Context: an optimization exercise on an open-source flow, tuned for small area, a short achievable clock period and few clock cycles per item. The choices shown serve that exercise and are no tape-out recipe. Function was checked by simulation only, so behaviour that the tests miss may differ from the original.

==> flow/design.v <==
module wsc_fa (input wire a, input wire b, input wire c, output wire s, output wire co);
    assign s  = a ^ b ^ c;
    assign co = (a & b) | (a & c) | (b & c);
endmodule
module wsc_ha (input wire a, input wire b, output wire s, output wire co);
    assign s  = a ^ b;
    assign co = a & b;
endmodule
module wsc_px3_pre (
    input  wire [71:0] v,
    output wire [10:0] xs_X,
    output wire [10:0] xs_Y
);
    wire [7:0] v0 = v[7:0],   v1 = v[15:8],  v2 = v[23:16];
    wire [7:0] v3 = v[31:24], v4 = v[39:32], v5 = v[47:40];
    wire [7:0] v6 = v[55:48], v7 = v[63:56], v8 = v[71:64];
    wire [7:0] Mn = ~v4;
    wire s1 = ~(v0[2] ^ v2[2]);
    wire c2 = v0[2] | v2[2];
    wire s3, c4;
    wsc_fa us3 (.a(v0[3]), .b(v2[3]), .c(v6[3]), .s(s3), .co(c4));
    wire s5, c6;
    wsc_fa us5 (.a(v0[4]), .b(v2[4]), .c(v6[4]), .s(s5), .co(c6));
    wire s7, c8;
    wsc_fa us7 (.a(v0[5]), .b(v2[5]), .c(v6[5]), .s(s7), .co(c8));
    wire s9, c10;
    wsc_fa us9 (.a(v0[6]), .b(v2[6]), .c(v6[6]), .s(s9), .co(c10));
    wire s11, c12;
    wsc_fa us11 (.a(v0[7]), .b(v2[7]), .c(v6[7]), .s(s11), .co(c12));
    wire s13, c14;
    wsc_ha us13 (.a(v0[0]), .b(v2[0]), .s(s13), .co(c14));
    wire s15, c16;
    wsc_fa us15 (.a(v0[1]), .b(v2[1]), .c(v6[1]), .s(s15), .co(c16));
    wire s17, c18;
    wsc_fa us17 (.a(v6[2]), .b(v8[2]), .c(Mn[0]), .s(s17), .co(c18));
    wire s19, c20;
    wsc_fa us19 (.a(v8[3]), .b(Mn[1]), .c(c2), .s(s19), .co(c20));
    wire s21, c22;
    wsc_fa us21 (.a(v8[4]), .b(Mn[2]), .c(c4), .s(s21), .co(c22));
    wire s23, c24;
    wsc_fa us23 (.a(v8[5]), .b(Mn[3]), .c(c6), .s(s23), .co(c24));
    wire s25, c26;
    wsc_fa us25 (.a(v8[6]), .b(Mn[4]), .c(c8), .s(s25), .co(c26));
    wire s27, c28;
    wsc_fa us27 (.a(v8[7]), .b(Mn[5]), .c(c10), .s(s27), .co(c28));
    wire s29, c30;
    wsc_ha us29 (.a(v6[0]), .b(v8[0]), .s(s29), .co(c30));
    wire s31, c32;
    wsc_fa us31 (.a(v8[1]), .b(c14), .c(c30), .s(s31), .co(c32));
    wire s33, c34;
    wsc_fa us33 (.a(s1), .b(c16), .c(s17), .s(s33), .co(c34));
    wire s35, c36;
    wsc_fa us35 (.a(c18), .b(s3), .c(s19), .s(s35), .co(c36));
    wire s37, c38;
    wsc_fa us37 (.a(s5), .b(c20), .c(s21), .s(s37), .co(c38));
    wire s39, c40;
    wsc_fa us39 (.a(s7), .b(c22), .c(s23), .s(s39), .co(c40));
    wire s41, c42;
    wsc_fa us41 (.a(s9), .b(c24), .c(s25), .s(s41), .co(c42));
    wire s43, c44;
    wsc_fa us43 (.a(s11), .b(c26), .c(s27), .s(s43), .co(c44));
    wire s45, c46;
    wsc_fa us45 (.a(Mn[6]), .b(c12), .c(c28), .s(s45), .co(c46));
    assign xs_X = {1'b0, Mn[7], c44, c42, c40, c38, c36, c34, c32, s15, s13} + {1'b0, c46, s45, s43, s41, s39, s37, s35, s33, s31, s29};
    wire s47 = ~(v1[2] ^ v3[2]);
    wire c48 = v1[2] | v3[2];
    wire s49, c50;
    wsc_fa us49 (.a(v1[3]), .b(v3[3]), .c(v5[3]), .s(s49), .co(c50));
    wire s51, c52;
    wsc_fa us51 (.a(v1[4]), .b(v3[4]), .c(v5[4]), .s(s51), .co(c52));
    wire s53, c54;
    wsc_fa us53 (.a(v1[5]), .b(v3[5]), .c(v5[5]), .s(s53), .co(c54));
    wire s55, c56;
    wsc_fa us55 (.a(v1[6]), .b(v3[6]), .c(v5[6]), .s(s55), .co(c56));
    wire s57, c58;
    wsc_fa us57 (.a(v1[7]), .b(v3[7]), .c(v5[7]), .s(s57), .co(c58));
    wire s59, c60;
    wsc_ha us59 (.a(v1[0]), .b(v3[0]), .s(s59), .co(c60));
    wire s61, c62;
    wsc_fa us61 (.a(v1[1]), .b(v3[1]), .c(v5[1]), .s(s61), .co(c62));
    wire s63, c64;
    wsc_fa us63 (.a(v5[2]), .b(v7[2]), .c(Mn[0]), .s(s63), .co(c64));
    wire s65, c66;
    wsc_fa us65 (.a(v7[3]), .b(Mn[1]), .c(c48), .s(s65), .co(c66));
    wire s67, c68;
    wsc_fa us67 (.a(v7[4]), .b(Mn[2]), .c(c50), .s(s67), .co(c68));
    wire s69, c70;
    wsc_fa us69 (.a(v7[5]), .b(Mn[3]), .c(c52), .s(s69), .co(c70));
    wire s71, c72;
    wsc_fa us71 (.a(v7[6]), .b(Mn[4]), .c(c54), .s(s71), .co(c72));
    wire s73, c74;
    wsc_fa us73 (.a(v7[7]), .b(Mn[5]), .c(c56), .s(s73), .co(c74));
    wire s75, c76;
    wsc_ha us75 (.a(v5[0]), .b(v7[0]), .s(s75), .co(c76));
    wire s77, c78;
    wsc_fa us77 (.a(v7[1]), .b(c60), .c(c76), .s(s77), .co(c78));
    wire s79, c80;
    wsc_fa us79 (.a(s47), .b(c62), .c(s63), .s(s79), .co(c80));
    wire s81, c82;
    wsc_fa us81 (.a(c64), .b(s49), .c(s65), .s(s81), .co(c82));
    wire s83, c84;
    wsc_fa us83 (.a(s51), .b(c66), .c(s67), .s(s83), .co(c84));
    wire s85, c86;
    wsc_fa us85 (.a(s53), .b(c68), .c(s69), .s(s85), .co(c86));
    wire s87, c88;
    wsc_fa us87 (.a(s55), .b(c70), .c(s71), .s(s87), .co(c88));
    wire s89, c90;
    wsc_fa us89 (.a(s57), .b(c72), .c(s73), .s(s89), .co(c90));
    wire s91, c92;
    wsc_fa us91 (.a(Mn[6]), .b(c58), .c(c74), .s(s91), .co(c92));
    assign xs_Y = {1'b0, Mn[7], c90, c88, c86, c84, c82, c80, c78, s61, s59} + {1'b0, c92, s91, s89, s87, s85, s83, s81, s79, s77, s75};
endmodule
module wsc_px3_post (
    input  wire        op,
    input  wire        opn,          
    input  wire [10:0] xs_X,
    input  wire [10:0] xs_Y,
    input  wire [7:0]  M,
    output wire [7:0]  res
);
    function lo_ok_f;
        input [7:0] q;
        input [9:0] Al;
        begin
            casez (q)
                8'b1???????: lo_ok_f = 1'b1;
                8'b01??????: lo_ok_f = &Al[9:9];
                8'b001?????: lo_ok_f = &Al[9:8];
                8'b0001????: lo_ok_f = &Al[9:7];
                8'b00001???: lo_ok_f = &Al[9:6];
                8'b000001??: lo_ok_f = &Al[9:5];
                8'b0000001?: lo_ok_f = &Al[9:4];
                8'b00000001: lo_ok_f = &Al[9:3];
                default:     lo_ok_f = &Al[9:3] & (Al[2] | (Al[1] & Al[0]));
            endcase
        end
    endfunction
    wire n93 = xs_X[0];
    wire n94 = xs_X[1];
    wire n95 = xs_X[2];
    wire n96 = xs_X[3];
    wire n97 = xs_X[4];
    wire n98 = xs_X[5];
    wire n99 = xs_X[6];
    wire n100 = xs_X[7];
    wire n101 = xs_X[8];
    wire n102 = xs_X[9];
    wire n103 = xs_X[10];
    wire n104 = ~xs_Y[0];
    wire n105 = ~xs_Y[1];
    wire n106 = ~xs_Y[2];
    wire n107 = ~xs_Y[3];
    wire n108 = ~xs_Y[4];
    wire n109 = ~xs_Y[5];
    wire n110 = ~xs_Y[6];
    wire n111 = ~xs_Y[7];
    wire n112 = ~xs_Y[8];
    wire n113 = ~xs_Y[9];
    wire n114 = ~xs_Y[10];
    wire n115 = xs_Y[0];
    wire n116 = xs_Y[1];
    wire n117 = xs_Y[2];
    wire n118 = xs_Y[3];
    wire n119 = xs_Y[4];
    wire n120 = xs_Y[5];
    wire n121 = xs_Y[6];
    wire n122 = xs_Y[7];
    wire n123 = xs_Y[8];
    wire n124 = xs_Y[9];
    wire n125 = xs_Y[10];
    wire n126 = op & xs_X[0];
    wire n127 = op & xs_X[1];
    wire n128 = op & xs_X[2];
    wire n129 = op & xs_X[3];
    wire n130 = op & xs_X[4];
    wire n131 = op & xs_X[5];
    wire n132 = op ? xs_X[6] : ~xs_X[0];
    wire n133 = opn ? ~xs_X[1] : xs_X[7];
    wire n134 = op ? xs_X[8] : ~xs_X[2];
    wire n135 = opn ? ~xs_X[3] : xs_X[9];
    wire n136 = op ? xs_X[10] : ~xs_X[4];
    wire n137 = opn & ~xs_X[5];
    wire n138 = opn & ~xs_X[6];
    wire n139 = opn & ~xs_X[7];
    wire n140 = opn & ~xs_X[8];
    wire n141 = opn & ~xs_X[9];
    wire n142 = opn & ~xs_X[10];
    wire n143 = op & xs_X[0];
    wire n144 = opn ? xs_X[0] : xs_X[1];
    wire n145 = op ? xs_X[2] : xs_X[1];
    wire n146 = opn ? xs_X[2] : xs_X[3];
    wire n147 = op ? xs_X[4] : xs_X[3];
    wire n148 = opn ? xs_X[4] : xs_X[5];
    wire n149 = op ? xs_X[6] : xs_X[5];
    wire n150 = opn ? xs_X[6] : xs_X[7];
    wire n151 = op ? xs_X[8] : xs_X[7];
    wire n152 = opn ? xs_X[8] : xs_X[9];
    wire n153 = op ? xs_X[10] : xs_X[9];
    wire n154 = opn & xs_X[10];
    wire n155 = op & xs_X[0];
    wire n156 = op & xs_X[1];
    wire n157 = opn ? xs_Y[0] : xs_X[2];
    wire n158 = op ? xs_X[3] : xs_Y[1];
    wire n159 = opn ? xs_Y[2] : xs_X[4];
    wire n160 = op ? xs_X[5] : xs_Y[3];
    wire n161 = opn ? xs_Y[4] : xs_X[6];
    wire n162 = op ? xs_X[7] : xs_Y[5];
    wire n163 = opn ? xs_Y[6] : xs_X[8];
    wire n164 = op ? xs_X[9] : xs_Y[7];
    wire n165 = opn ? xs_Y[8] : xs_X[10];
    wire n166 = opn & xs_Y[9];
    wire n167 = opn & xs_Y[10];
    wire n168 = op & ~xs_X[0];
    wire n169 = op ? ~xs_X[1] : ~xs_Y[0];
    wire n170 = opn ? ~xs_Y[1] : ~xs_X[2];
    wire n171 = op ? ~xs_X[3] : ~xs_Y[2];
    wire n172 = opn ? ~xs_Y[3] : ~xs_X[4];
    wire n173 = op ? ~xs_X[5] : ~xs_Y[4];
    wire n174 = opn ? ~xs_Y[5] : ~xs_X[6];
    wire n175 = op ? ~xs_X[7] : ~xs_Y[6];
    wire n176 = opn ? ~xs_Y[7] : ~xs_X[8];
    wire n177 = op ? ~xs_X[9] : ~xs_Y[8];
    wire n178 = opn ? ~xs_Y[9] : ~xs_X[10];
    wire n179 = opn & ~xs_Y[10];
    wire n180 = op & ~xs_X[0];
    wire n181 = op & ~xs_X[1];
    wire n182 = op & ~xs_X[2];
    wire n183 = op & ~xs_X[3];
    wire n184 = op ? ~xs_X[4] : ~M[0];
    wire n185 = opn ? ~M[1] : ~xs_X[5];
    wire n186 = op ? ~xs_X[6] : ~M[2];
    wire n187 = opn ? ~M[3] : ~xs_X[7];
    wire n188 = op ? ~xs_X[8] : ~M[4];
    wire n189 = opn ? ~M[5] : ~xs_X[9];
    wire n190 = op ? ~xs_X[10] : ~M[6];
    wire n191 = opn & ~M[7];
    wire n192 = op & xs_X[0];
    wire n193 = op & xs_X[1];
    wire n194 = op & xs_X[2];
    wire n195 = op & xs_X[3];
    wire n196 = op & xs_X[4];
    wire n197 = op & xs_X[5];
    wire n198 = op & xs_X[6];
    wire n199 = op & xs_X[7];
    wire n200 = op & xs_X[8];
    wire n201 = op & xs_X[9];
    wire n202 = op & xs_X[10];
    wire n203 = opn & ~xs_X[0];
    wire n204 = opn & ~xs_X[1];
    wire n205 = opn & ~xs_X[2];
    wire n206 = opn & ~xs_X[3];
    wire n207 = opn & ~xs_X[4];
    wire n208 = opn & ~xs_X[5];
    wire n209 = opn & ~xs_X[6];
    wire n210 = opn & ~xs_X[7];
    wire n211 = opn & ~xs_X[8];
    wire n212 = opn & ~xs_X[9];
    wire n213 = opn & ~xs_X[10];
    wire n214 = op & xs_X[0];
    wire n215 = op & xs_X[1];
    wire n216 = op & xs_X[2];
    wire n217 = op & xs_X[3];
    wire n218 = op & xs_X[4];
    wire n219 = op & xs_X[5];
    wire n220 = op & xs_X[6];
    wire n221 = op & xs_X[7];
    wire n222 = op & xs_X[8];
    wire n223 = op & xs_X[9];
    wire n224 = op & xs_X[10];
    wire n225 = op & ~xs_Y[0];
    wire n226 = op & ~xs_Y[1];
    wire n227 = op & ~xs_Y[2];
    wire n228 = op & ~xs_Y[3];
    wire n229 = op & ~xs_Y[4];
    wire n230 = op & ~xs_Y[5];
    wire n231 = op & ~xs_Y[6];
    wire n232 = op & ~xs_Y[7];
    wire n233 = op & ~xs_Y[8];
    wire n234 = op & ~xs_Y[9];
    wire n235 = op & ~xs_Y[10];
    wire n236 = op & xs_Y[0];
    wire n237 = op & xs_Y[1];
    wire n238 = op & xs_Y[2];
    wire n239 = op & xs_Y[3];
    wire n240 = op & xs_Y[4];
    wire n241 = op & xs_Y[5];
    wire n242 = op & xs_Y[6];
    wire n243 = op & xs_Y[7];
    wire n244 = op & xs_Y[8];
    wire n245 = op & xs_Y[9];
    wire n246 = op & xs_Y[10];
    wire n247 = op & xs_Y[0];
    wire n248 = op & xs_Y[1];
    wire n249 = op & xs_Y[2];
    wire n250 = op & xs_Y[3];
    wire n251 = op & xs_Y[4];
    wire n252 = op & xs_Y[5];
    wire n253 = op & xs_Y[6];
    wire n254 = op & xs_Y[7];
    wire n255 = op & xs_Y[8];
    wire n256 = op & xs_Y[9];
    wire n257 = op & xs_Y[10];
    wire s258, c259;
    wsc_ha us258 (.a(op), .b(n127), .s(s258), .co(c259));
    wire s260, c261;
    wsc_ha us260 (.a(n128), .b(n180), .s(s260), .co(c261));
    wire s262, c263;
    wsc_ha us262 (.a(n129), .b(n181), .s(s262), .co(c263));
    wire s264, c265;
    wsc_fa us264 (.a(op), .b(n130), .c(n182), .s(s264), .co(c265));
    wire s266, c267;
    wsc_ha us266 (.a(op), .b(n131), .s(s266), .co(c267));
    wire s268 = ~(n104 ^ n132);
    wire c269 = n104 | n132;
    wire s270, c271;
    wsc_fa us270 (.a(n105), .b(opn), .c(n133), .s(s270), .co(c271));
    wire s272, c273;
    wsc_ha us272 (.a(n106), .b(op), .s(s272), .co(c273));
    wire s274, c275;
    wsc_ha us274 (.a(n93), .b(n107), .s(s274), .co(c275));
    wire s276, c277;
    wsc_fa us276 (.a(n96), .b(n110), .c(op), .s(s276), .co(c277));
    wire s278 = ~(n97 ^ n111);
    wire c279 = n97 | n111;
    wire s280, c281;
    wsc_ha us280 (.a(s278), .b(c277), .s(s280), .co(c281));
    wire s282, c283;
    wsc_fa us282 (.a(n98), .b(n112), .c(c279), .s(s282), .co(c283));
    wire s284, c285;
    wsc_fa us284 (.a(s282), .b(op), .c(n140), .s(s284), .co(c285));
    wire s286, c287;
    wsc_fa us286 (.a(n99), .b(n113), .c(n115), .s(s286), .co(c287));
    wire s288, c289;
    wsc_fa us288 (.a(s286), .b(c283), .c(op), .s(s288), .co(c289));
    wire s290, c291;
    wsc_ha us290 (.a(s288), .b(n141), .s(s290), .co(c291));
    wire s292, c293;
    wsc_fa us292 (.a(n100), .b(n114), .c(n116), .s(s292), .co(c293));
    wire s294, c295;
    wsc_fa us294 (.a(c287), .b(s292), .c(c289), .s(s294), .co(c295));
    wire s296, c297;
    wsc_ha us296 (.a(n142), .b(n145), .s(s296), .co(c297));
    wire s298 = ~(n101 ^ n117);
    wire c299 = n101 | n117;
    wire s300, c301;
    wsc_fa us300 (.a(s298), .b(c293), .c(n146), .s(s300), .co(c301));
    wire s302 = ~(M[0] ^ n102);
    wire c303 = M[0] | n102;
    wire s304, c305;
    wsc_fa us304 (.a(n118), .b(c299), .c(s302), .s(s304), .co(c305));
    wire s306, c307;
    wsc_fa us306 (.a(M[1]), .b(n103), .c(n119), .s(s306), .co(c307));
    wire s308, c309;
    wsc_fa us308 (.a(c303), .b(s306), .c(c305), .s(s308), .co(c309));
    wire s310, c311;
    wsc_fa us310 (.a(M[2]), .b(n120), .c(c307), .s(s310), .co(c311));
    wire s312, c313;
    wsc_ha us312 (.a(M[3]), .b(n121), .s(s312), .co(c313));
    wire n314 = ~M[4];
    wire s315, c316;
    wsc_ha us315 (.a(op), .b(n195), .s(s315), .co(c316));
    wire s317, c318;
    wsc_ha us317 (.a(n196), .b(n215), .s(s317), .co(c318));
    wire s319, c320;
    wsc_fa us319 (.a(n197), .b(n216), .c(n233), .s(s319), .co(c320));
    wire s321, c322;
    wsc_fa us321 (.a(n126), .b(n198), .c(n217), .s(s321), .co(c322));
    wire s323, c324;
    wsc_ha us323 (.a(n234), .b(n240), .s(s323), .co(c324));
    wire s325, c326;
    wsc_fa us325 (.a(n199), .b(n218), .c(n235), .s(s325), .co(c326));
    wire s327, c328;
    wsc_fa us327 (.a(n241), .b(n249), .c(c324), .s(s327), .co(c328));
    wire s329, c330;
    wsc_fa us329 (.a(n200), .b(n219), .c(n242), .s(s329), .co(c330));
    wire s331, c332;
    wsc_fa us331 (.a(n250), .b(c259), .c(s260), .s(s331), .co(c332));
    wire s333, c334;
    wsc_fa us333 (.a(n201), .b(n220), .c(n243), .s(s333), .co(c334));
    wire s335, c336;
    wsc_fa us335 (.a(n251), .b(c261), .c(s262), .s(s335), .co(c336));
    wire s337, c338;
    wsc_fa us337 (.a(n202), .b(n221), .c(n244), .s(s337), .co(c338));
    wire s339, c340;
    wsc_fa us339 (.a(n252), .b(c263), .c(c334), .s(s339), .co(c340));
    wire s341, c342;
    wsc_fa us341 (.a(n183), .b(n222), .c(n245), .s(s341), .co(c342));
    wire s343, c344;
    wsc_fa us343 (.a(n253), .b(s266), .c(c265), .s(s343), .co(c344));
    wire s345, c346;
    wsc_fa us345 (.a(n184), .b(n223), .c(n246), .s(s345), .co(c346));
    wire s347, c348;
    wsc_fa us347 (.a(n254), .b(c267), .c(s268), .s(s347), .co(c348));
    wire s349, c350;
    wsc_fa us349 (.a(n155), .b(n185), .c(n224), .s(s349), .co(c350));
    wire s351, c352;
    wsc_fa us351 (.a(n255), .b(c269), .c(c346), .s(s351), .co(c352));
    wire s353, c354;
    wsc_fa us353 (.a(s272), .b(n134), .c(n156), .s(s353), .co(c354));
    wire s355, c356;
    wsc_fa us355 (.a(n186), .b(n256), .c(c271), .s(s355), .co(c356));
    wire s357, c358;
    wsc_fa us357 (.a(s274), .b(c273), .c(n135), .s(s357), .co(c358));
    wire s359, c360;
    wsc_fa us359 (.a(n157), .b(n187), .c(n257), .s(s359), .co(c360));
    wire s361, c362;
    wsc_fa us361 (.a(n94), .b(n108), .c(c275), .s(s361), .co(c362));
    wire s363, c364;
    wsc_fa us363 (.a(s361), .b(n136), .c(n158), .s(s363), .co(c364));
    wire s365, c366;
    wsc_fa us365 (.a(n95), .b(n109), .c(c362), .s(s365), .co(c366));
    wire s367, c368;
    wsc_fa us367 (.a(s365), .b(n137), .c(n159), .s(s367), .co(c368));
    wire s369, c370;
    wsc_fa us369 (.a(c366), .b(s276), .c(n138), .s(s369), .co(c370));
    wire s371, c372;
    wsc_fa us371 (.a(n160), .b(n169), .c(n190), .s(s371), .co(c372));
    wire s373, c374;
    wsc_fa us373 (.a(n139), .b(n161), .c(n170), .s(s373), .co(c374));
    wire s375, c376;
    wsc_fa us375 (.a(n191), .b(n204), .c(s280), .s(s375), .co(c376));
    wire s377, c378;
    wsc_fa us377 (.a(n143), .b(n162), .c(n171), .s(s377), .co(c378));
    wire s379, c380;
    wsc_fa us379 (.a(n205), .b(c281), .c(c374), .s(s379), .co(c380));
    wire s381, c382;
    wsc_fa us381 (.a(n144), .b(n163), .c(n172), .s(s381), .co(c382));
    wire s383, c384;
    wsc_fa us383 (.a(n206), .b(s290), .c(c285), .s(s383), .co(c384));
    wire s385, c386;
    wsc_fa us385 (.a(n164), .b(n173), .c(n207), .s(s385), .co(c386));
    wire s387, c388;
    wsc_fa us387 (.a(c291), .b(s294), .c(s296), .s(s387), .co(c388));
    wire s389, c390;
    wsc_fa us389 (.a(n165), .b(n174), .c(n208), .s(s389), .co(c390));
    wire s391, c392;
    wsc_fa us391 (.a(c295), .b(c297), .c(c386), .s(s391), .co(c392));
    wire s393, c394;
    wsc_fa us393 (.a(s304), .b(n147), .c(n166), .s(s393), .co(c394));
    wire s395, c396;
    wsc_fa us395 (.a(n175), .b(n209), .c(c301), .s(s395), .co(c396));
    wire s397, c398;
    wsc_fa us397 (.a(opn), .b(s308), .c(n148), .s(s397), .co(c398));
    wire s399, c400;
    wsc_fa us399 (.a(n167), .b(n176), .c(n210), .s(s399), .co(c400));
    wire s401, c402;
    wsc_fa us401 (.a(s310), .b(op), .c(c309), .s(s401), .co(c402));
    wire s403, c404;
    wsc_fa us403 (.a(s401), .b(n149), .c(n177), .s(s403), .co(c404));
    wire s405, c406;
    wsc_fa us405 (.a(s312), .b(c311), .c(opn), .s(s405), .co(c406));
    wire s407, c408;
    wsc_fa us407 (.a(s405), .b(c402), .c(n150), .s(s407), .co(c408));
    wire s409, c410;
    wsc_fa us409 (.a(n122), .b(n314), .c(c313), .s(s409), .co(c410));
    wire s411, c412;
    wsc_fa us411 (.a(s409), .b(c406), .c(n151), .s(s411), .co(c412));
    wire s413, c414;
    wsc_fa us413 (.a(M[5]), .b(M[4]), .c(n123), .s(s413), .co(c414));
    wire s415, c416;
    wsc_ha us415 (.a(s413), .b(c410), .s(s415), .co(c416));
    wire s417, c418;
    wsc_fa us417 (.a(M[6]), .b(n124), .c(c414), .s(s417), .co(c418));
    wire s419, c420;
    wsc_ha us419 (.a(M[7]), .b(n125), .s(s419), .co(c420));
    wire s421, c422;
    wsc_ha us421 (.a(n214), .b(n231), .s(s421), .co(c422));
    wire s423, c424;
    wsc_fa us423 (.a(n232), .b(n238), .c(c316), .s(s423), .co(c424));
    wire s425, c426;
    wsc_fa us425 (.a(n239), .b(n247), .c(c318), .s(s425), .co(c426));
    wire s427, c428;
    wsc_fa us427 (.a(n248), .b(s323), .c(c320), .s(s427), .co(c428));
    wire s429, c430;
    wsc_fa us429 (.a(s258), .b(c322), .c(s325), .s(s429), .co(c430));
    wire s431, c432;
    wsc_fa us431 (.a(c326), .b(s329), .c(c328), .s(s431), .co(c432));
    wire s433, c434;
    wsc_fa us433 (.a(c330), .b(s333), .c(c332), .s(s433), .co(c434));
    wire s435, c436;
    wsc_fa us435 (.a(s264), .b(s337), .c(c336), .s(s435), .co(c436));
    wire s437, c438;
    wsc_fa us437 (.a(c338), .b(s341), .c(c340), .s(s437), .co(c438));
    wire s439, c440;
    wsc_fa us439 (.a(c342), .b(s345), .c(s347), .s(s439), .co(c440));
    wire s441, c442;
    wsc_fa us441 (.a(s270), .b(s349), .c(c348), .s(s441), .co(c442));
    wire s443, c444;
    wsc_fa us443 (.a(c350), .b(s353), .c(c352), .s(s443), .co(c444));
    wire s445, c446;
    wsc_fa us445 (.a(c354), .b(s357), .c(s359), .s(s445), .co(c446));
    wire s447, c448;
    wsc_fa us447 (.a(n188), .b(c358), .c(c360), .s(s447), .co(c448));
    wire s449, c450;
    wsc_fa us449 (.a(n168), .b(n189), .c(c364), .s(s449), .co(c450));
    wire s451, c452;
    wsc_fa us451 (.a(n203), .b(c368), .c(s369), .s(s451), .co(c452));
    wire s453, c454;
    wsc_fa us453 (.a(c370), .b(c372), .c(s373), .s(s453), .co(c454));
    wire s455, c456;
    wsc_fa us455 (.a(s284), .b(s377), .c(c376), .s(s455), .co(c456));
    wire s457, c458;
    wsc_fa us457 (.a(c378), .b(s381), .c(c380), .s(s457), .co(c458));
    wire s459, c460;
    wsc_fa us459 (.a(c382), .b(s385), .c(s387), .s(s459), .co(c460));
    wire s461, c462;
    wsc_fa us461 (.a(s300), .b(s389), .c(c388), .s(s461), .co(c462));
    wire s463, c464;
    wsc_fa us463 (.a(c390), .b(s393), .c(c392), .s(s463), .co(c464));
    wire s465, c466;
    wsc_fa us465 (.a(c394), .b(s397), .c(s399), .s(s465), .co(c466));
    wire s467, c468;
    wsc_fa us467 (.a(n211), .b(c398), .c(c400), .s(s467), .co(c468));
    wire s469, c470;
    wsc_fa us469 (.a(n178), .b(n212), .c(c404), .s(s469), .co(c470));
    wire s471, c472;
    wsc_fa us471 (.a(n179), .b(n213), .c(c408), .s(s471), .co(c472));
    wire s473, c474;
    wsc_fa us473 (.a(s415), .b(op), .c(n152), .s(s473), .co(c474));
    wire s475, c476;
    wsc_fa us475 (.a(s417), .b(c416), .c(opn), .s(s475), .co(c476));
    wire s477, c478;
    wsc_fa us477 (.a(s419), .b(c418), .c(opn), .s(s477), .co(c478));
    wire s479, c480;
    wsc_ha us479 (.a(n194), .b(n230), .s(s479), .co(c480));
    wire s481, c482;
    wsc_fa us481 (.a(n237), .b(c480), .c(s315), .s(s481), .co(c482));
    wire s483, c484;
    wsc_fa us483 (.a(c422), .b(s317), .c(s423), .s(s483), .co(c484));
    wire s485, c486;
    wsc_fa us485 (.a(s319), .b(c424), .c(s425), .s(s485), .co(c486));
    wire s487, c488;
    wsc_fa us487 (.a(s321), .b(c426), .c(s427), .s(s487), .co(c488));
    wire s489, c490;
    wsc_fa us489 (.a(s327), .b(c428), .c(s429), .s(s489), .co(c490));
    wire s491, c492;
    wsc_fa us491 (.a(s331), .b(c430), .c(s431), .s(s491), .co(c492));
    wire s493, c494;
    wsc_fa us493 (.a(s335), .b(c432), .c(s433), .s(s493), .co(c494));
    wire s495, c496;
    wsc_fa us495 (.a(s339), .b(c434), .c(s435), .s(s495), .co(c496));
    wire s497, c498;
    wsc_fa us497 (.a(s343), .b(c436), .c(s437), .s(s497), .co(c498));
    wire s499, c500;
    wsc_fa us499 (.a(c344), .b(s439), .c(c438), .s(s499), .co(c500));
    wire s501, c502;
    wsc_fa us501 (.a(s351), .b(c440), .c(s441), .s(s501), .co(c502));
    wire s503, c504;
    wsc_fa us503 (.a(s355), .b(c442), .c(s443), .s(s503), .co(c504));
    wire s505, c506;
    wsc_fa us505 (.a(c356), .b(s445), .c(c444), .s(s505), .co(c506));
    wire s507, c508;
    wsc_fa us507 (.a(s363), .b(c446), .c(s447), .s(s507), .co(c508));
    wire s509, c510;
    wsc_fa us509 (.a(s367), .b(c448), .c(s449), .s(s509), .co(c510));
    wire s511, c512;
    wsc_fa us511 (.a(s371), .b(c450), .c(s451), .s(s511), .co(c512));
    wire s513, c514;
    wsc_fa us513 (.a(s375), .b(c452), .c(s453), .s(s513), .co(c514));
    wire s515, c516;
    wsc_fa us515 (.a(s379), .b(c454), .c(s455), .s(s515), .co(c516));
    wire s517, c518;
    wsc_fa us517 (.a(s383), .b(c456), .c(s457), .s(s517), .co(c518));
    wire s519, c520;
    wsc_fa us519 (.a(c384), .b(s459), .c(c458), .s(s519), .co(c520));
    wire s521, c522;
    wsc_fa us521 (.a(s391), .b(c460), .c(s461), .s(s521), .co(c522));
    wire s523, c524;
    wsc_fa us523 (.a(s395), .b(c462), .c(s463), .s(s523), .co(c524));
    wire s525, c526;
    wsc_fa us525 (.a(c396), .b(s465), .c(c464), .s(s525), .co(c526));
    wire s527, c528;
    wsc_fa us527 (.a(s403), .b(c466), .c(s467), .s(s527), .co(c528));
    wire s529, c530;
    wsc_fa us529 (.a(s407), .b(c468), .c(s469), .s(s529), .co(c530));
    wire s531, c532;
    wsc_fa us531 (.a(s411), .b(c470), .c(s471), .s(s531), .co(c532));
    wire s533, c534;
    wsc_fa us533 (.a(c412), .b(s473), .c(c472), .s(s533), .co(c534));
    wire s535, c536;
    wsc_fa us535 (.a(s475), .b(n153), .c(c474), .s(s535), .co(c536));
    wire s537, c538;
    wsc_fa us537 (.a(c476), .b(s477), .c(n154), .s(s537), .co(c538));
    wire s539, c540;
    wsc_ha us539 (.a(n236), .b(s479), .s(s539), .co(c540));
    wire s541, c542;
    wsc_ha us541 (.a(s421), .b(s481), .s(s541), .co(c542));
    wire s543, c544;
    wsc_ha us543 (.a(c482), .b(s483), .s(s543), .co(c544));
    wire s545, c546;
    wsc_ha us545 (.a(c484), .b(s485), .s(s545), .co(c546));
    wire s547, c548;
    wsc_ha us547 (.a(c486), .b(s487), .s(s547), .co(c548));
    wire s549, c550;
    wsc_ha us549 (.a(c488), .b(s489), .s(s549), .co(c550));
    wire s551, c552;
    wsc_ha us551 (.a(c490), .b(s491), .s(s551), .co(c552));
    wire s553, c554;
    wsc_ha us553 (.a(c492), .b(s493), .s(s553), .co(c554));
    wire s555, c556;
    wsc_ha us555 (.a(c494), .b(s495), .s(s555), .co(c556));
    wire s557, c558;
    wsc_ha us557 (.a(c496), .b(s497), .s(s557), .co(c558));
    wire s559, c560;
    wsc_ha us559 (.a(c498), .b(s499), .s(s559), .co(c560));
    wire s561, c562;
    wsc_ha us561 (.a(c500), .b(s501), .s(s561), .co(c562));
    wire s563, c564;
    wsc_ha us563 (.a(c502), .b(s503), .s(s563), .co(c564));
    wire s565, c566;
    wsc_ha us565 (.a(c504), .b(s505), .s(s565), .co(c566));
    wire s567, c568;
    wsc_ha us567 (.a(c506), .b(s507), .s(s567), .co(c568));
    wire s569, c570;
    wsc_ha us569 (.a(c508), .b(s509), .s(s569), .co(c570));
    wire s571, c572;
    wsc_ha us571 (.a(c510), .b(s511), .s(s571), .co(c572));
    wire s573, c574;
    wsc_ha us573 (.a(c512), .b(s513), .s(s573), .co(c574));
    wire s575, c576;
    wsc_ha us575 (.a(c514), .b(s515), .s(s575), .co(c576));
    wire s577, c578;
    wsc_ha us577 (.a(c516), .b(s517), .s(s577), .co(c578));
    wire s579, c580;
    wsc_ha us579 (.a(c518), .b(s519), .s(s579), .co(c580));
    wire s581, c582;
    wsc_ha us581 (.a(c520), .b(s521), .s(s581), .co(c582));
    wire s583, c584;
    wsc_ha us583 (.a(c522), .b(s523), .s(s583), .co(c584));
    wire s585, c586;
    wsc_ha us585 (.a(c524), .b(s525), .s(s585), .co(c586));
    wire s587, c588;
    wsc_ha us587 (.a(c526), .b(s527), .s(s587), .co(c588));
    wire s589, c590;
    wsc_ha us589 (.a(c528), .b(s529), .s(s589), .co(c590));
    wire s591, c592;
    wsc_ha us591 (.a(c530), .b(s531), .s(s591), .co(c592));
    wire s593, c594;
    wsc_ha us593 (.a(c532), .b(s533), .s(s593), .co(c594));
    wire s595, c596;
    wsc_ha us595 (.a(c534), .b(s535), .s(s595), .co(c596));
    wire s597, c598;
    wsc_ha us597 (.a(c536), .b(s537), .s(s597), .co(c598));
    wire G599 = c548 | (s547 & c546);
    wire P600 = s547 & s545;
    wire G601 = G599 | (P600 & c544);
    wire P602 = P600 & s543;
    wire G603 = c542 | (s541 & c540);
    wire P604 = s541 & s539;
    wire G605 = G601 | (P602 & G603);
    wire P606 = P602 & P604;
    wire k607 = G605;
    wire a608 = s539 ^ 1'b0;
    wire a609 = s541 ^ c540;
    wire G610 = c542 | (s541 & c540);
    wire P611 = s541 & s539;
    wire a612 = s543 ^ G610;
    wire G613 = c544 | (s543 & c542);
    wire P614 = s543 & s541;
    wire G615 = G613 | (P614 & c540);
    wire P616 = P614 & s539;
    wire a617 = s545 ^ G615;
    wire G618 = c546 | (s545 & c544);
    wire P619 = s545 & s543;
    wire G620 = c542 | (s541 & c540);
    wire P621 = s541 & s539;
    wire G622 = G618 | (P619 & G620);
    wire P623 = P619 & P621;
    wire a624 = s547 ^ G622;
    wire [9:0] Al = {a624, a617, a612, a609, a608, 1'b0, 1'b0, 1'b0, 1'b0, 1'b0};
    wire G625 = c582 | (s581 & c580);
    wire P626 = s581 & s579;
    wire G627 = G625 | (P626 & c578);
    wire P628 = P626 & s577;
    wire G629 = c576 | (s575 & c574);
    wire P630 = s575 & s573;
    wire G631 = G627 | (P628 & G629);
    wire P632 = P628 & P630;
    wire G633 = c572 | (s571 & c570);
    wire P634 = s571 & s569;
    wire G635 = c568 | (s567 & c566);
    wire P636 = s567 & s565;
    wire G637 = G633 | (P634 & G635);
    wire P638 = P634 & P636;
    wire G639 = G631 | (P632 & G637);
    wire P640 = P632 & P638;
    wire G641 = c564 | (s563 & c562);
    wire P642 = s563 & s561;
    wire G643 = c560 | (s559 & c558);
    wire P644 = s559 & s557;
    wire G645 = G641 | (P642 & G643);
    wire P646 = P642 & P644;
    wire G647 = c556 | (s555 & c554);
    wire P648 = s555 & s553;
    wire G649 = c552 | (s551 & c550);
    wire P650 = s551 & s549;
    wire G651 = G647 | (P648 & G649);
    wire P652 = P648 & P650;
    wire G653 = G645 | (P646 & G651);
    wire P654 = P646 & P652;
    wire G655 = G639 | (P640 & G653);
    wire P656 = P640 & P654;
    wire k657 = G655 | (P656 & k607);
    wire h658 = s549 ^ k607;
    wire h659 = s551 ^ c550;
    wire h660 = s553 ^ c552;
    wire h661 = s555 ^ c554;
    wire h662 = s557 ^ c556;
    wire h663 = s559 ^ c558;
    wire h664 = s561 ^ c560;
    wire h665 = s563 ^ c562;
    wire h666 = s565 ^ c564;
    wire h667 = s567 ^ c566;
    wire h668 = s569 ^ c568;
    wire h669 = s571 ^ c570;
    wire h670 = s573 ^ c572;
    wire h671 = s575 ^ c574;
    wire h672 = s577 ^ c576;
    wire h673 = s579 ^ c578;
    wire h674 = s581 ^ c580;
    wire hi_ones = &{h674, h673, h672, h671, h670, h669, h668, h667, h666, h665, h664, h663, h662, h661, h660, h659, h658};
    wire c27 = k657;
    wire [7:0]  q0 = {c536, c534, c532, c530, c528, c526, c524, c522} + {s537, s535, s533, s531, s529, s527, s525, s523};
    wire [7:0]  q1 = q0 + 8'd1;
    wire [7:0]  q2 = q0 + 8'd2;
    wire lo_ok = c27 ? lo_ok_f(q1, Al) : lo_ok_f(q0, Al);
    wire flag = op & hi_ones & lo_ok;
    assign res = c27 ? (flag ? q2 : q1) : (flag ? q1 : q0);
endmodule
module wsc_px3 (
    input  wire         clk,
    input  wire         rst,
    input  wire         in_valid,
    output wire         in_ready,
    input  wire         in_op,        
    input  wire [287:0] in_win,
    output reg          out_valid,
    input  wire         out_ready,
    output reg  [31:0]  out_pix
);
    wire [43:0] xsx_w, xsy_w;
    genvar c;
    generate
        for (c = 0; c < 4; c = c + 1) begin : pre
            wsc_px3_pre u (
                .v   ({in_win[256+8*c +: 8], in_win[224+8*c +: 8], in_win[192+8*c +: 8],
                       in_win[160+8*c +: 8], in_win[128+8*c +: 8], in_win[96+8*c +: 8],
                       in_win[64+8*c +: 8],  in_win[32+8*c +: 8],  in_win[8*c +: 8]}),
                .xs_X(xsx_w[11*c +: 11]),
                .xs_Y(xsy_w[11*c +: 11])
            );
        end
    endgenerate
    reg         s1_valid;
    reg         s1_op;
    reg         s1_opn;       
    reg  [43:0] s1_xsx, s1_xsy;
    reg  [31:0] s1_m;
    reg         k0_valid, k1_valid;
    reg  [31:0] k0_pix, k1_pix;
    assign in_ready = !k1_valid && !(k0_valid && s1_valid);
    wire accept = in_valid && in_ready;
    always @(posedge clk) begin
        if (rst)
            s1_valid <= 1'b0;
        else
            s1_valid <= accept;
    end
    always @(posedge clk) begin
        s1_op  <= in_op;
        s1_opn <= ~in_op;
        s1_xsx <= xsx_w;
        s1_xsy <= xsy_w;
        s1_m   <= in_win[159:128];              
    end
    wire [31:0] res;
    generate
        for (c = 0; c < 4; c = c + 1) begin : post
            wsc_px3_post u (
                .op  (s1_op),
                .opn (s1_opn),
                .xs_X(s1_xsx[11*c +: 11]),
                .xs_Y(s1_xsy[11*c +: 11]),
                .M   (s1_m[8*c +: 8]),
                .res (res[8*c +: 8])
            );
        end
    endgenerate
    wire head_free = !out_valid || out_ready;
    always @(posedge clk) begin
        if (rst) begin
            out_valid <= 1'b0;
            k0_valid  <= 1'b0;
            k1_valid  <= 1'b0;
        end else if (head_free) begin
            out_valid <= k0_valid || s1_valid;
            k0_valid  <= k1_valid || (k0_valid && s1_valid);
            k1_valid  <= k1_valid && s1_valid;
        end else begin
            k0_valid  <= k0_valid || s1_valid;
            k1_valid  <= k1_valid || (k0_valid && s1_valid);
        end
    end
    always @(posedge clk) begin
        if (head_free)
            out_pix <= k0_valid ? k0_pix : res;
        if (head_free || !k0_valid)
            k0_pix <= (head_free && k1_valid) ? k1_pix : res;
        if (head_free || !k1_valid)
            k1_pix <= res;
    end
endmodule
==> flow/flow/run.sh <==
#!/bin/bash
set -e
export BUFFER_PORTS_ARGS="-buffer_cell sky130_fd_sc_hd__buf_1"
export SETUP_SLACK_MARGIN=20.35
bash standard.sh > standard.log 2>&1
==> flow/standard.sh <==
#!/bin/bash
# synth_recipe.tcl (not shown) runs the flow's synth.tcl, then flattens the netlist and writes it again
# the make line also repeats each setting of config.mk as NAME=value (left out here)
make -C /OpenROAD-flow-scripts/flow DESIGN_CONFIG=/design/flow/config.mk WORK_HOME=/design/flow/orfs CLKGATE_MAP_FILE= SYNTH_SCRIPT=/design/flow/synth_recipe.tcl "${@:-finish}"
==> flow/config.mk <==
export PLATFORM = sky130hd
export DESIGN_NAME = wsc_px3
export DESIGN_NICKNAME = wsc_px3
export VERILOG_FILES = /design/flow/design.v
export SDC_FILE = /design/flow/constraint.sdc
export NUM_CORES = 4
export LEC_CHECK = 0
export CAP_MARGIN = 20
export CORE_MARGIN = 2
export CORE_UTILIZATION = 40
export CTS_BUF_LIST = sky130_fd_sc_hd__clkbuf_4 sky130_fd_sc_hd__clkbuf_8
export CTS_CLUSTER_DIAMETER = 60
export CTS_CLUSTER_SIZE = 20
export PLACE_DENSITY = 0.8
export SLEW_MARGIN = 20
export SYNTH_HIERARCHICAL = 1
==> flow/constraint.sdc <==
create_clock -name core_clock -period 28.0 [get_ports {clk}]
set_input_delay 5.6000 -clock core_clock [delete_from_list [all_inputs] [get_ports {clk}]]
set_output_delay 5.6000 -clock core_clock [all_outputs]
set_load 0.01 [all_outputs]
==> results of run 1 <==
==> per-layer routing <==
metal / part of all wire / vias to the layer above / wire length, µm
li1: - / 10700 / -
met1: 0.41 / 12000 / 34700
met2: 0.48 / 917 / 40200
met3: 0.078 / 167 / 6570
met4: 0.031 / 2 / 2590
met5: 0.00015 / - / 13
==> worst register-to-register path, delay by kind of cell, from the launching register on <==
family	cells	cell delay, ns
compound gates	7	1.43
mux	1	0.28
buf+inv	3	0.98
simple gates	3	0.89
xor+xnor	2	0.59
flops	1	0.36
fa+ha+maj	7	2.66
==> per-stage QoR <==
step	hold slack, ns	utilization
CTS	0.537	0.450
detailed placement	0.534	0.442
global route	0.551	0.451
global placement	0.524	0.442
floorplan	0.507	-
finish	0.530	0.451
==> per-module statistics from Yosys, one instance, submodules excluded <==
module	times used	flip-flops and latches	cell area [µm²]
wsc_fa	636	0	20.0
wsc_px3	1	222	6410
wsc_ha	172	0	12.5
wsc_px3_pre	4	0	921
wsc_px3_post	4	0	2080
==> state kept, by name (all words and copies together), names as in the netlist <==
register / flops
s1_opn: 1
s1_xsx: 44
out_valid: 1
k1_valid: 1
s1_m: 32
s1_xsy: 44
out_pix: 32
s1_valid: 1
k0_valid: 1
k1_pix: 32
s1_op: 1
k0_pix: 32
==> worst min-delay path by stage <==
stage / start / end / slack [ns] / cells after the start
floorplan: s1_valid / k1_valid / 0.51 / 2
global placement: k0_pix[14] / out_pix[14] / 0.52 / 1
detailed placement: k1_pix[10] / k0_pix[10] / 0.53 / 1
CTS: k1_pix[12] / k0_pix[12] / 0.54 / 1
global route: k1_pix[12] / k0_pix[12] / 0.55 / 1
finish: k1_pix[12] / k0_pix[12] / 0.53 / 1
==> repair_timing <==
action                     in CTS  in global routing
setup buffers                   0                  6
setup endpoints to repair       0                 40
hold endpoints to repair        0                  0
resized for setup               0                 21
==> layout by cell type (no fill, tap or decap), types with 56 or more instances in the layout <==
cell and instances:
a21o_1 65, a21oi_1 124, and2_1 56, buf_1 326, dfxtp_1 122, edfxtp_1 96, fa_1 628, ha_1 324
inv_1 215, mux2_2 58, nand2_1 98, nor2_1 227, o21ai_0 64, xnor2_1 66, xor2_1 80
==> cells by family (layout without fill, tap and decap cells) <==
group | Yosys count | count (layout) | share of synthesized area
AOI/OAI and AO/OA | 492 | 492 | 0.107
xor gates and xnor gates | 148 | 148 | 0.0389
other | 0 | 1 | 0
adders and majority gates | 996 | 996 | 0.520
buffers and inverters | 282 | 618 | 0.0338
and+or+nand+nor | 652 | 652 | 0.0977
muxes | 112 | 112 | 0.0403
DFF | 222 | 222 | 0.162
==> cell type report <==
| type | instances | share of cell area |
|---|---|---|
| clock inverters | 21 | 0.00782 |
| clock buffers | 27 | 0.0100 |
| flip-flops and latches | 222 | 0.146 |
| inverters | 227 | 0.0232 |
| repair inverters | 1 | 0.000135 |
| multi-input cells | 2400 | 0.740 |
| repair buffers | 342 | 0.0369 |
| diodes | 1 | 0.0000674 |
| well taps | 1070 | 0.0361 |
==> summary.md, run 1 <==
| Metric | Value |
|---|---|
| Worst rel slew slack | `0.493` |
| Post-DP HPWL | `71000 µm` |
| Yosys top cell area share | `0.389` |
| GR Layer Usage met3 | `0.0383` |
| Via-to-Cell Ratio | `5.52` |
| RSZ-0062 raised after global routing | `true` |
| Slew @ Worst Pin | `0.758 ns` |
| Layout cell share with drive strength beyond 1 | `0.102` |
| Required time worst endpoint | `28.55 ns` |
| Critical R2R Capture | `out_pix[14]` |
| Number of global-route vias before repair | `25700` |
| FF+latch area | `5420 µm²` |
| 1st-pass router iterations | `6` |
| Initial antenna violation count | `3` |
| Filler cell count | `7463` |
| Die Span Y | `293 µm` |
| Vias | `23800` |
| Top-Level Pins | `327` |
| Post-layout minimum cycle time | `7.65 ns` |
| Period utilization | `0.273` |
| Chip width | `293 µm` |
| Initial core utilization | `0.405` |
| I/O Buffers | `326` |
| Final WS setup | `20.35 ns` |
| Outcome | `timing/DRC/antenna clean` |
| DRC violations left | `0` |
| ANT nets after route | `0` |
| Fmax | `131 MHz` |
| Post-synth cell types | `70` |
| Largest net degree at the start of global routing | `109` |
| Row count | `105` |
| Post-synth top area cell | `fa_1` |
| Clock latency on the worst-skew pair | `0.65 ns` |
| DR iter-0 viols | `1551` |
| Grt met2 use | `0.329` |
| DP Worst Slack | `19.68 ns` |
| Slowest library cell on the worst path | `fa_1` |
| Post-Layout Inst Area | `37100 µm²` |
| Final Hold Viols | `0` |
| Synth Flop Type | `dfxtp_1` |
| CP Launch Point | `in_win[196]` |
| Overflow after GRT | `0` |
| Synth warn | `8` |
| Delay-heaviest family, CP | `adder cells` |
| Top post-synthesis cells by area | `fa_1 39%, ha_1 13%, edfxtp_1 8.7%` |
| Met1 usage | `0.260` |
| H-tree Lvls | `1` |
| Most frequent cell after synthesis | `fa_1` |
| Worst Setup EP | `s1_xsx[10]` |
| Maxcap violations | `0` |
| Cells after synthesis | `2904` |
| Most used cell, CP | `fa_1` |
| CTS Buffer Depth | `3` |
| Die Area | `85600 µm²` |
| Inst Count DP | `4255` |
| Global route hottest layer | `met2` |
| GP Congestion | `0.962` |
| Finished Layout Cells | `4311` |
| Hold buffers post-CTS | `0` |
| Layout area overhead | `11.4%` |
| Worst reg2reg setup slack | `20.58 ns` |
| Async S/R FF share, synth | `0` |
| Most frequent cells after synthesis | `648 x fa_1, 348 x ha_1, 235 x nor2_1, 222 x inv_1, 129 x a21oi_1` |
| Syn_nets | `4193` |
| Number of CTS-inserted buffers | `26` |
| Worst Clk Skew | `0.0253 ns` |
| Crit path buffers/inverters | `1` |
| Syn Area/Cell | `11.5 µm²` |
| Final Setup Violations | `0` |
| R2R depth | `23` |
| Flop and latch count out of synthesis | `222` |
| Clk slew on worst S/H paths | `0.12 ns` |
| Mapped cell area | `33300 µm²` |
| Min-delay worst type | `reg -> reg` |
| Number of synthesized flops with an enable pin | `96` |
| First-pass GRT wire length | `135000 µm` |
| Core area | `82200 µm²` |
| Multi-input gate area | `27500 µm²` |
| Average wire per standard cell | `19.5 µm` |
| Fin nets | `4509` |
| Pins over their slew limit | `0` |
| DRT Wirelength | `84100 µm` |
| CP arrival | `8.19 ns` |
| Startpoint types | `input pin` |
| FF-to-FF Start | `s1_op` |
| Sink Count | `222` |
| TritonCTS clock tree | `yes` |
| Sequential area share after synthesis | `0.162` |
| Cell breakdown of the critical path | `buf_1 -> fa_2 -> fa_1 -> fa_1 -> ha_4 -> nand3_2 -> nor2_2 -> a2111oi_4 -> o21ai_1 -> a21o_1` |
| Worst Setup End Kind | `flop` |
| Post-DP Area | `36300 µm²` |
| Tot GR Track Use | `0.197` |
| Root Buffer | `clkbuf_8` |
| Crit path kind | `in -> reg` |
| Worst Path Max Fanout | `6` |
| Levels on crit path | `10` |
| CP max stage delay | `0.57 ns` |
| Setup TNS | `0 ns` |
Testbench counts, summed over its fixed seeds: cycles 12,016, items 12,000.
==> run 2, diff against run 1 <==
--- a/flow/config.mk
+++ b/flow/config.mk
@@ -11,6 +11,5 @@
 export CTS_BUF_LIST = sky130_fd_sc_hd__clkbuf_4 sky130_fd_sc_hd__clkbuf_8
 export CTS_CLUSTER_DIAMETER = 60
 export CTS_CLUSTER_SIZE = 20
-export PLACE_DENSITY = 0.8
 export SLEW_MARGIN = 20
 export SYNTH_HIERARCHICAL = 1
==> run 2 against run 1 <==
Still clean. Synthesized cell count unchanged. Critical path depth down 1. Via count down 2.8%. Die area unchanged. First-iteration DRC count down 20%. Routed wire length down 1.9%. Fmax up 0.21%. Clock-buffer cell count unchanged. Flip-flop and latch count unchanged. Critical path type unchanged. Highest routed layer is now met4.
==> summary.md, run 2 <==
| Metric | Value |
|---|---|
| Worst Clk Skew | `0.0587 ns (+0.0334 ns)` |
| Post-Synth XOR/XNOR Area | `0.0389 (unchanged)` |
| Post-synth cell types | `70 (unchanged)` |
| Average wire per standard cell | `19.1 µm (-2.0%)` |
| Synth warn | `8 (unchanged)` |
| Most frequent cells after synthesis | `648 x fa_1, 348 x ha_1, 235 x nor2_1, 222 x inv_1, 129 x a21oi_1` |
| Post-DP Area | `36300 µm² (about the same)` |
| Clk slew on worst S/H paths | `0.09 ns (-0.03 ns)` |
| Fmax | `131 MHz (+0.21%)` |
| Min Hold Slack | `0.501 ns (-0.0298 ns)` |
| ANT nets after route | `0 (unchanged)` |
| Syn Area/Cell | `11.5 µm² (unchanged)` |
| Largest family of logic cells by synthesized area | `adder cells` |
| Inst Count DP | `4256 (+0.024%)` |
| Yosys top cell area share | `0.389 (unchanged)` |
| Number of CTS-inserted buffers | `27 (+3.8%)` |
| Tot GR Track Use | `0.196 (-0.00145)` |
| Most common cell after layout, fill and taps aside | `fa_1` |
| Final Hold Viols | `0 (unchanged)` |
| Pins over their slew limit | `0 (unchanged)` |
| Syn_nets | `4193 (unchanged)` |
| Min-delay worst type | `reg -> reg` |
| Layout cell share with drive strength beyond 1 | `0.0999 (-0.00256)` |
| Slew @ Worst Pin | `0.781 ns (+0.0225 ns)` |
| Adder-cell share of the synthesized area | `0.520 (unchanged)` |
| Post-synth top area cell | `fa_1` |
| Worst rel slew slack | `0.478 (-0.0150)` |
| Top post-synthesis cells by area | `fa_1 39%, ha_1 13%, edfxtp_1 8.7%` |
| Period utilization | `0.272 (-0.000582)` |
| Most frequent cell after synthesis | `fa_1` |
| GP Congestion | `0.909 (-5.5%)` |
| Worst Path Max Fanout | `4 (-2)` |
| Compound-Gate Fraction of Synth Area | `0.107 (unchanged)` |
| Via-to-Cell Ratio | `5.36 (-2.8%)` |
| Initial antenna violation count | `2 (-1)` |
| DRC violations left | `0 (unchanged)` |
| Fin nets | `4511 (+0.044%)` |
| Mapped cell area | `33300 µm² (unchanged)` |
| Sequential area share after synthesis | `0.162 (unchanged)` |
| Async S/R FF share, synth | `0 (unchanged)` |
| Clock latency on the worst-skew pair | `0.66 ns (about the same)` |
| Root Buffer | `clkbuf_8` |
| Setup TNS | `0 ns (unchanged)` |
| DRT Wirelength | `82600 µm (-1.9%)` |
| CTS Buffer Depth | `3 (unchanged)` |
| Cells after synthesis | `2904 (unchanged)` |
| Layout area overhead | `11.3%` |
| Number of synthesized flops with an enable pin | `96 (unchanged)` |
| Required time worst endpoint | `28.55 ns (about the same)` |
| Post-Layout Inst Area | `37100 µm² (-0.11%)` |
| First-pass GRT wire length | `133000 µm (-1.6%)` |
| Area share of and/or/nand/nor cells after synthesis | `0.0977 (unchanged)` |
| Top-Level Pins | `327 (unchanged)` |
| Finished Layout Cells | `4314 (+0.070%)` |
| Worst Setup End Kind | `flop` |
| Sink Count | `222 (unchanged)` |
| H-tree Lvls | `1 (unchanged)` |
| 1st-pass router iterations | `5 (-1)` |
| Crit path kind | `in -> reg` |
| Most frequent cells in the layout | `629 x fa_1, 326 x buf_1, 324 x ha_1` |
| Chip width | `293 µm (unchanged)` |
| Maxcap violations | `0 (unchanged)` |
| Filler cell count | `7834 (+5.0%)` |
| Core area | `82200 µm² (unchanged)` |
| Startpoint types | `input pin` |
| Initial core utilization | `0.405 (unchanged)` |
| Overflow after GRT | `0 (unchanged)` |
| Largest net degree at the start of global routing | `53 (-51%)` |
| Post-DP HPWL | `70500 µm (-0.68%)` |
| Final Setup Violations | `0 (unchanged)` |
| Post-layout minimum cycle time | `7.63 ns (-0.0163 ns)` |
| I/O Buffers | `326 (unchanged)` |
| RSZ-0062 raised after global routing | `false` |
| Post-synthesis mux area share | `0.0403 (unchanged)` |
| Synth Flop Type | `dfxtp_1` |
| CP arrival | `8.18 ns (about the same)` |
| Vias | `23100 (-2.8%)` |
| Row count | `105 (unchanged)` |
| Flop and latch count out of synthesis | `222 (unchanged)` |
| Largest registers | `s1_xsx x44, s1_xsy x44` |
| Die Area | `85600 µm² (unchanged)` |
| Die Span Y | `293 µm (unchanged)` |
| Final Util | `0.451 (-0.000502)` |
| Outcome | `timing/DRC/antenna clean` |
| Number of global-route vias before repair | `24700 (-3.7%)` |
| DR iter-0 viols | `1237 (-20%)` |
| TritonCTS clock tree | `yes` |
==> run 2: final timing paths <==
path,start,endpoint,slack (ns),cells past startpoint
hold reg to reg,k1_pix[23],k0_pix[23],0.50,1
setup / recovery,in_win[37],s1_xsy[9],20.37,9
hold / removal,k1_pix[23],k0_pix[23],0.50,1
setup reg to reg,s1_xsy[7],out_pix[6],20.80,23
==> run 2: per-layer routing <==
metal | global-route usage | up-vias | part of all wire
met1 | 0.276 | 11600 | 0.45
met5 | 0 | - | 0
li1 | - | 10800 | -
met3 | 0.0275 | 103 | 0.058
met4 | 0.0459 | 0 | 0.025
met2 | 0.320 | 687 | 0.47
==> run 2: worst max-delay path, stage by stage <==
cell and delay, ns:
buf_1 0.10, fa_2 0.40, fa_1 0.56, fa_1 0.46
ha_4 0.28, and4_1 0.21, a211o_1 0.31, a21oi_2 0.15
xnor2_1 0.12
==> run 2: final cells by class <==
cell class | instances | area [µm²] | share of cell area
multi-input cells | 2400 | 27400 | 0.740
flip-flops and latches | 222 | 5410 | 0.146
repair buffers | 343 | 1370 | 0.0370
well taps | 1070 | 1340 | 0.0361
inverters | 227 | 862 | 0.0233
clock buffers | 27 | 372 | 0.0100
clock inverters | 23 | 288 | 0.00776
repair inverters | 1 | 5.00 | 0.000135
diodes | 1 | 2.50 | 0.0000675
==> run 2: stage by stage <==
step	worst slack, ns
floorplan	19.90
global placement	19.70
detailed placement	19.70
CTS	20.42
global route	20.35
finish	20.37
==> run 2: kinds of logic (layout without fill, tap and decap cells) <==
kind of cell / after synthesis / count (layout)
adders and majority gates: 996 / 996
and+or+nand+nor: 652 / 652
AOI/OAI and AO/OA: 492 / 492
buffers and inverters: 282 / 621
DFF: 222 / 222
xor gates and xnor gates: 148 / 148
muxes: 112 / 112
other: 0 / 1
==> run 2: modules after synthesis (local to each module, per instance) <==
| module | cell area (µm²) | flip-flops and latches | times used | cells |
|---|---|---|---|---|
| wsc_fa | 20.0 | 0 | 636 | 1 |
| wsc_px3 | 6410 | 222 | 1 | 308 |
| wsc_ha | 12.5 | 0 | 172 | 1 |
| wsc_px3_pre | 921 | 0 | 4 | 123 |
| wsc_px3_post | 2080 | 0 | 4 | 324 |
==> run 2: timing repair <==
item / CTS / global route
endpoints found under the setup margin: 0 / 57
hold buffers: 0 / 0
setup buffers: 0 / 6
gates resized for setup: 0 / 14
==> run 3, diff against run 2 <==
--- a/flow/config.mk
+++ b/flow/config.mk
@@ -11,5 +11,6 @@
 export CTS_BUF_LIST = sky130_fd_sc_hd__clkbuf_4 sky130_fd_sc_hd__clkbuf_8
 export CTS_CLUSTER_DIAMETER = 60
 export CTS_CLUSTER_SIZE = 20
+export PLACE_DENSITY = 0.45
 export SLEW_MARGIN = 20
 export SYNTH_HIERARCHICAL = 1
==> run 3 against run 2 <==
Still clean. Worst hold slack better by 0.018 ns. Sequential share of layout area about the same. Critical path depth did not move. Highest routed layer unchanged.
==> summary.md, run 3 <==
| Metric | Value |
|---|---|
| Outcome | `timing/DRC/antenna clean` |
| Post-Layout Inst Area | `37200 µm² (+0.31%)` |
| First-pass GRT wire length | `145000 µm (+8.9%)` |
| Die Area | `85600 µm² (unchanged)` |
| CTS Buffer Depth | `3 (unchanged)` |
| Post-DP Area | `36300 µm² (about the same)` |
| CP arrival | `8.17 ns (about the same)` |
| GP Congestion | `0.894 (-1.7%)` |
| Post-layout minimum cycle time | `7.60 ns (-0.0242 ns)` |
| Worst Hold Launch | `k1_pix[30]` |
| Syn_nets | `4193 (unchanged)` |
| Most frequent cells in the layout | `628 x fa_1, 326 x buf_1, 323 x ha_1` |
| Sequential area share after synthesis | `0.162 (unchanged)` |
| Number of global-route vias before repair | `26100 (+5.3%)` |
| GR Layer Usage met3 | `0.0282 (+0.000683)` |
| DR iter-0 viols | `1105 (-11%)` |
| Cells after synthesis | `2904 (unchanged)` |
| Tot GR Track Use | `0.215 (+0.0196)` |
| Layout cell share with drive strength beyond 1 | `0.103 (+0.00271)` |
| Number of synthesized flops with an enable pin | `96 (unchanged)` |
| Yosys top cell area share | `0.389 (unchanged)` |
| DRT Wirelength | `90600 µm (+9.8%)` |
| Worst Clk Skew | `0.0355 ns (-0.0232 ns)` |
| Startpoint types | `input pin` |
| Crit path kind | `in -> reg` |
| Most frequent cells after synthesis | `648 x fa_1, 348 x ha_1, 235 x nor2_1, 222 x inv_1, 129 x a21oi_1` |
| Grt met2 use | `0.365 (+0.0451)` |
| Average wire per standard cell | `21.0 µm (+9.7%)` |
| Critical R2R Capture | `out_pix[14]` |
| Die Span Y | `293 µm (unchanged)` |
| Top post-synthesis cells by area | `fa_1 39%, ha_1 13%, edfxtp_1 8.7%` |
| Met1 usage | `0.296 (+0.0194)` |
| Most common cell after layout, fill and taps aside | `fa_1` |
| Period utilization | `0.272 (-0.000864)` |
| Largest net degree at the start of global routing | `48 (-9.4%)` |
| Slew @ Worst Pin | `0.862 ns (+0.0811 ns)` |
| Clock latency on the worst-skew pair | `0.67 ns (about the same)` |
| Worst Setup End Kind | `flop` |
| Global route hottest layer | `met2` |
| Syn Area/Cell | `11.5 µm² (unchanged)` |
| Synth warn | `8 (unchanged)` |
| Min-delay worst type | `reg -> reg` |
| Hold buffers post-CTS | `0 (unchanged)` |
| FF-to-FF Start | `s1_xsy[18]` |
| Final Setup Violations | `0 (unchanged)` |
| Chip width | `293 µm (unchanged)` |
| Post-synth cell types | `70 (unchanged)` |
| Row count | `105 (unchanged)` |
| Fin nets | `4510 (-0.022%)` |
| RSZ-0062 raised after global routing | `false` |
| Sink Count | `222 (unchanged)` |
| Top-Level Pins | `327 (unchanged)` |
| Overflow after GRT | `0 (unchanged)` |
| Worst reg2reg setup slack | `20.75 ns (-0.05 ns)` |
| Post-synth top area cell | `fa_1` |
| Root Buffer | `clkbuf_8` |
| Layout area overhead | `11.6%` |
| DRC violations left | `0 (unchanged)` |
| Core area | `82200 µm² (unchanged)` |
| Required time worst endpoint | `28.57 ns (+0.02 ns)` |
| Initial core utilization | `0.405 (unchanged)` |
| Post-DP HPWL | `77300 µm (+9.6%)` |
| Maxcap violations | `0 (unchanged)` |
| Vias | `23100 (-0.27%)` |
| Worst rel slew slack | `0.423 (-0.0543)` |
| R2R depth | `23 (unchanged)` |
| Flop and latch count out of synthesis | `222 (unchanged)` |
| TritonCTS clock tree | `yes` |
| Largest registers | `s1_xsx x44, s1_xsy x44` |
| Async S/R FF share, synth | `0 (unchanged)` |
| Setup TNS | `0 ns (unchanged)` |
| Initial antenna violation count | `2 (unchanged)` |
| 1st-pass router iterations | `5 (unchanged)` |
| Final Hold Viols | `0 (unchanged)` |
| CP Launch Point | `in_win[45]` |
| Number of CTS-inserted buffers | `30 (+11%)` |
| Most frequent cell after synthesis | `fa_1` |
| I/O Buffers | `326 (unchanged)` |
| Fmax | `131 MHz (+0.32%)` |
| Mapped cell area | `33300 µm² (unchanged)` |
| H-tree Lvls | `1 (unchanged)` |
| Clk slew on worst S/H paths | `0.09 ns (about the same)` |
| Via-to-Cell Ratio | `5.34 (-0.31%)` |
| Worst Path Max Fanout | `4 (unchanged)` |
| Pins over their slew limit | `0 (unchanged)` |
| Worst Setup EP | `s1_xsy[20]` |
| ANT nets after route | `0 (unchanged)` |
| Synth Flop Type | `dfxtp_1` |
-- run 3: modules after synthesis, one instance, submodules excluded --
module / copies in the design / cell area [µm²]
wsc_fa: 636 / 20.0
wsc_px3_pre: 4 / 921
wsc_px3_post: 4 / 2080
wsc_ha: 172 / 12.5
wsc_px3: 1 / 6410
-- run 3: cell type report --
type / instances / area (µm²)
diodes: 1 / 2.50
clock buffers: 34 / 462
clock inverters: 22 / 264
fillers: 7808 / 45100
inverters: 227 / 858
multi-input cells: 2400 / 27500
flip-flops and latches: 222 / 5420
well taps: 1070 / 1340
repair buffers: 339 / 1380
repair inverters: 1 / 5.00
-- run 3: kinds of logic (layout without fill, tap and decap cells) --
logic type               Yosys count  in the layout  share of synthesized area
AND/OR/NAND/NOR                  652            652                     0.0977
AO/OA/AOI/OAI                    492            492                      0.107
XOR/XNOR                         148            148                     0.0389
adder cells (fa/ha/maj)          996            996                      0.520
multiplexers                     112            112                     0.0403
buffers and inverters            282            623                     0.0338
other                              0              1                          0
flip-flops                       222            222                      0.162
-- run 3: worst min-delay path by stage --
| stage | to | slack [ns] | cells after the start |
|---|---|---|---|
| 6_report | k0_pix[30] | 0.52 | 1 |
| 5_1_grt | k0_pix[30] | 0.53 | 1 |
| 4_1_cts | k0_pix[30] | 0.51 | 1 |
| 3_5_place_dp | k0_pix[22] | 0.53 | 1 |
| 3_3_place_gp | k0_pix[31] | 0.53 | 1 |
| 2_1_floorplan | k1_valid | 0.51 | 2 |
-- run 3: timing repair --
action | CTS | global route
setup buffers | 0 | 3
gates cloned | 1 | 0
pin swaps | 0 | 13
endpoints found under the setup margin | 34 | 61
gates resized for setup | 9 | 15
hold endpoints to repair | 0 | 0
-- run 3: metal layers --
metal / wire (µm) / share of wire
met1: 40700 / 0.45
met2: 43900 / 0.48
met5: 0 / 0
met3: 4000 / 0.044
met4: 2060 / 0.023
-- run 3: metrics by stage --
stage / worst slack [ns] / instances / hold WS, ns / utilization
floorplan: 19.90 / 2904 / 0.507 / -
global placement: 19.69 / 4255 / 0.526 / 0.441
detailed placement: 19.68 / 4255 / 0.535 / 0.441
CTS: 20.38 / 4312 / 0.508 / 0.451
global route: 20.35 / 4316 / 0.525 / 0.452
finish: 20.40 / 4316 / 0.518 / 0.452
-- run 3: worst max-delay path, stage by stage --
cell and delay [ns]:
buf_1 0.09, fa_2 0.39, fa_1 0.55, fa_1 0.45
ha_4 0.28, and4_1 0.21, a211o_1 0.31, a21oi_2 0.15
xnor2_1 0.13

==> afterwards: timing with drivers on the ports <==
In the flow no input, the clock included, has a driving cell. The finished layouts below were timed again as built, in two steps. Step 1 assumes that a clkbuf_16 drives the clock port and a buf_2 every other input. Step 2 also shifts input and output timing later by t, the mid clock arrival at the registers, as if the neighbouring blocks saw the same clock. Slacks: ideal / step 1 / step 2; pairs: ideal / step 1.
run | t (ns) | setup slack, ns | worst setup path after step 2
run 1 | 0.688 | 20.355 / 20.384 / 19.697 | input to register
run 2 | 0.690 | 20.371 / 20.404 / 19.714 | input to register
run 3 | 0.716 | 20.395 / 20.440 / 19.724 | input to register
After both steps setup and hold are still met in every run listed. For run 3, which loses most, drivers alone change the setup slack by +0.045 ns; drivers and shift together by -0.671 ns.
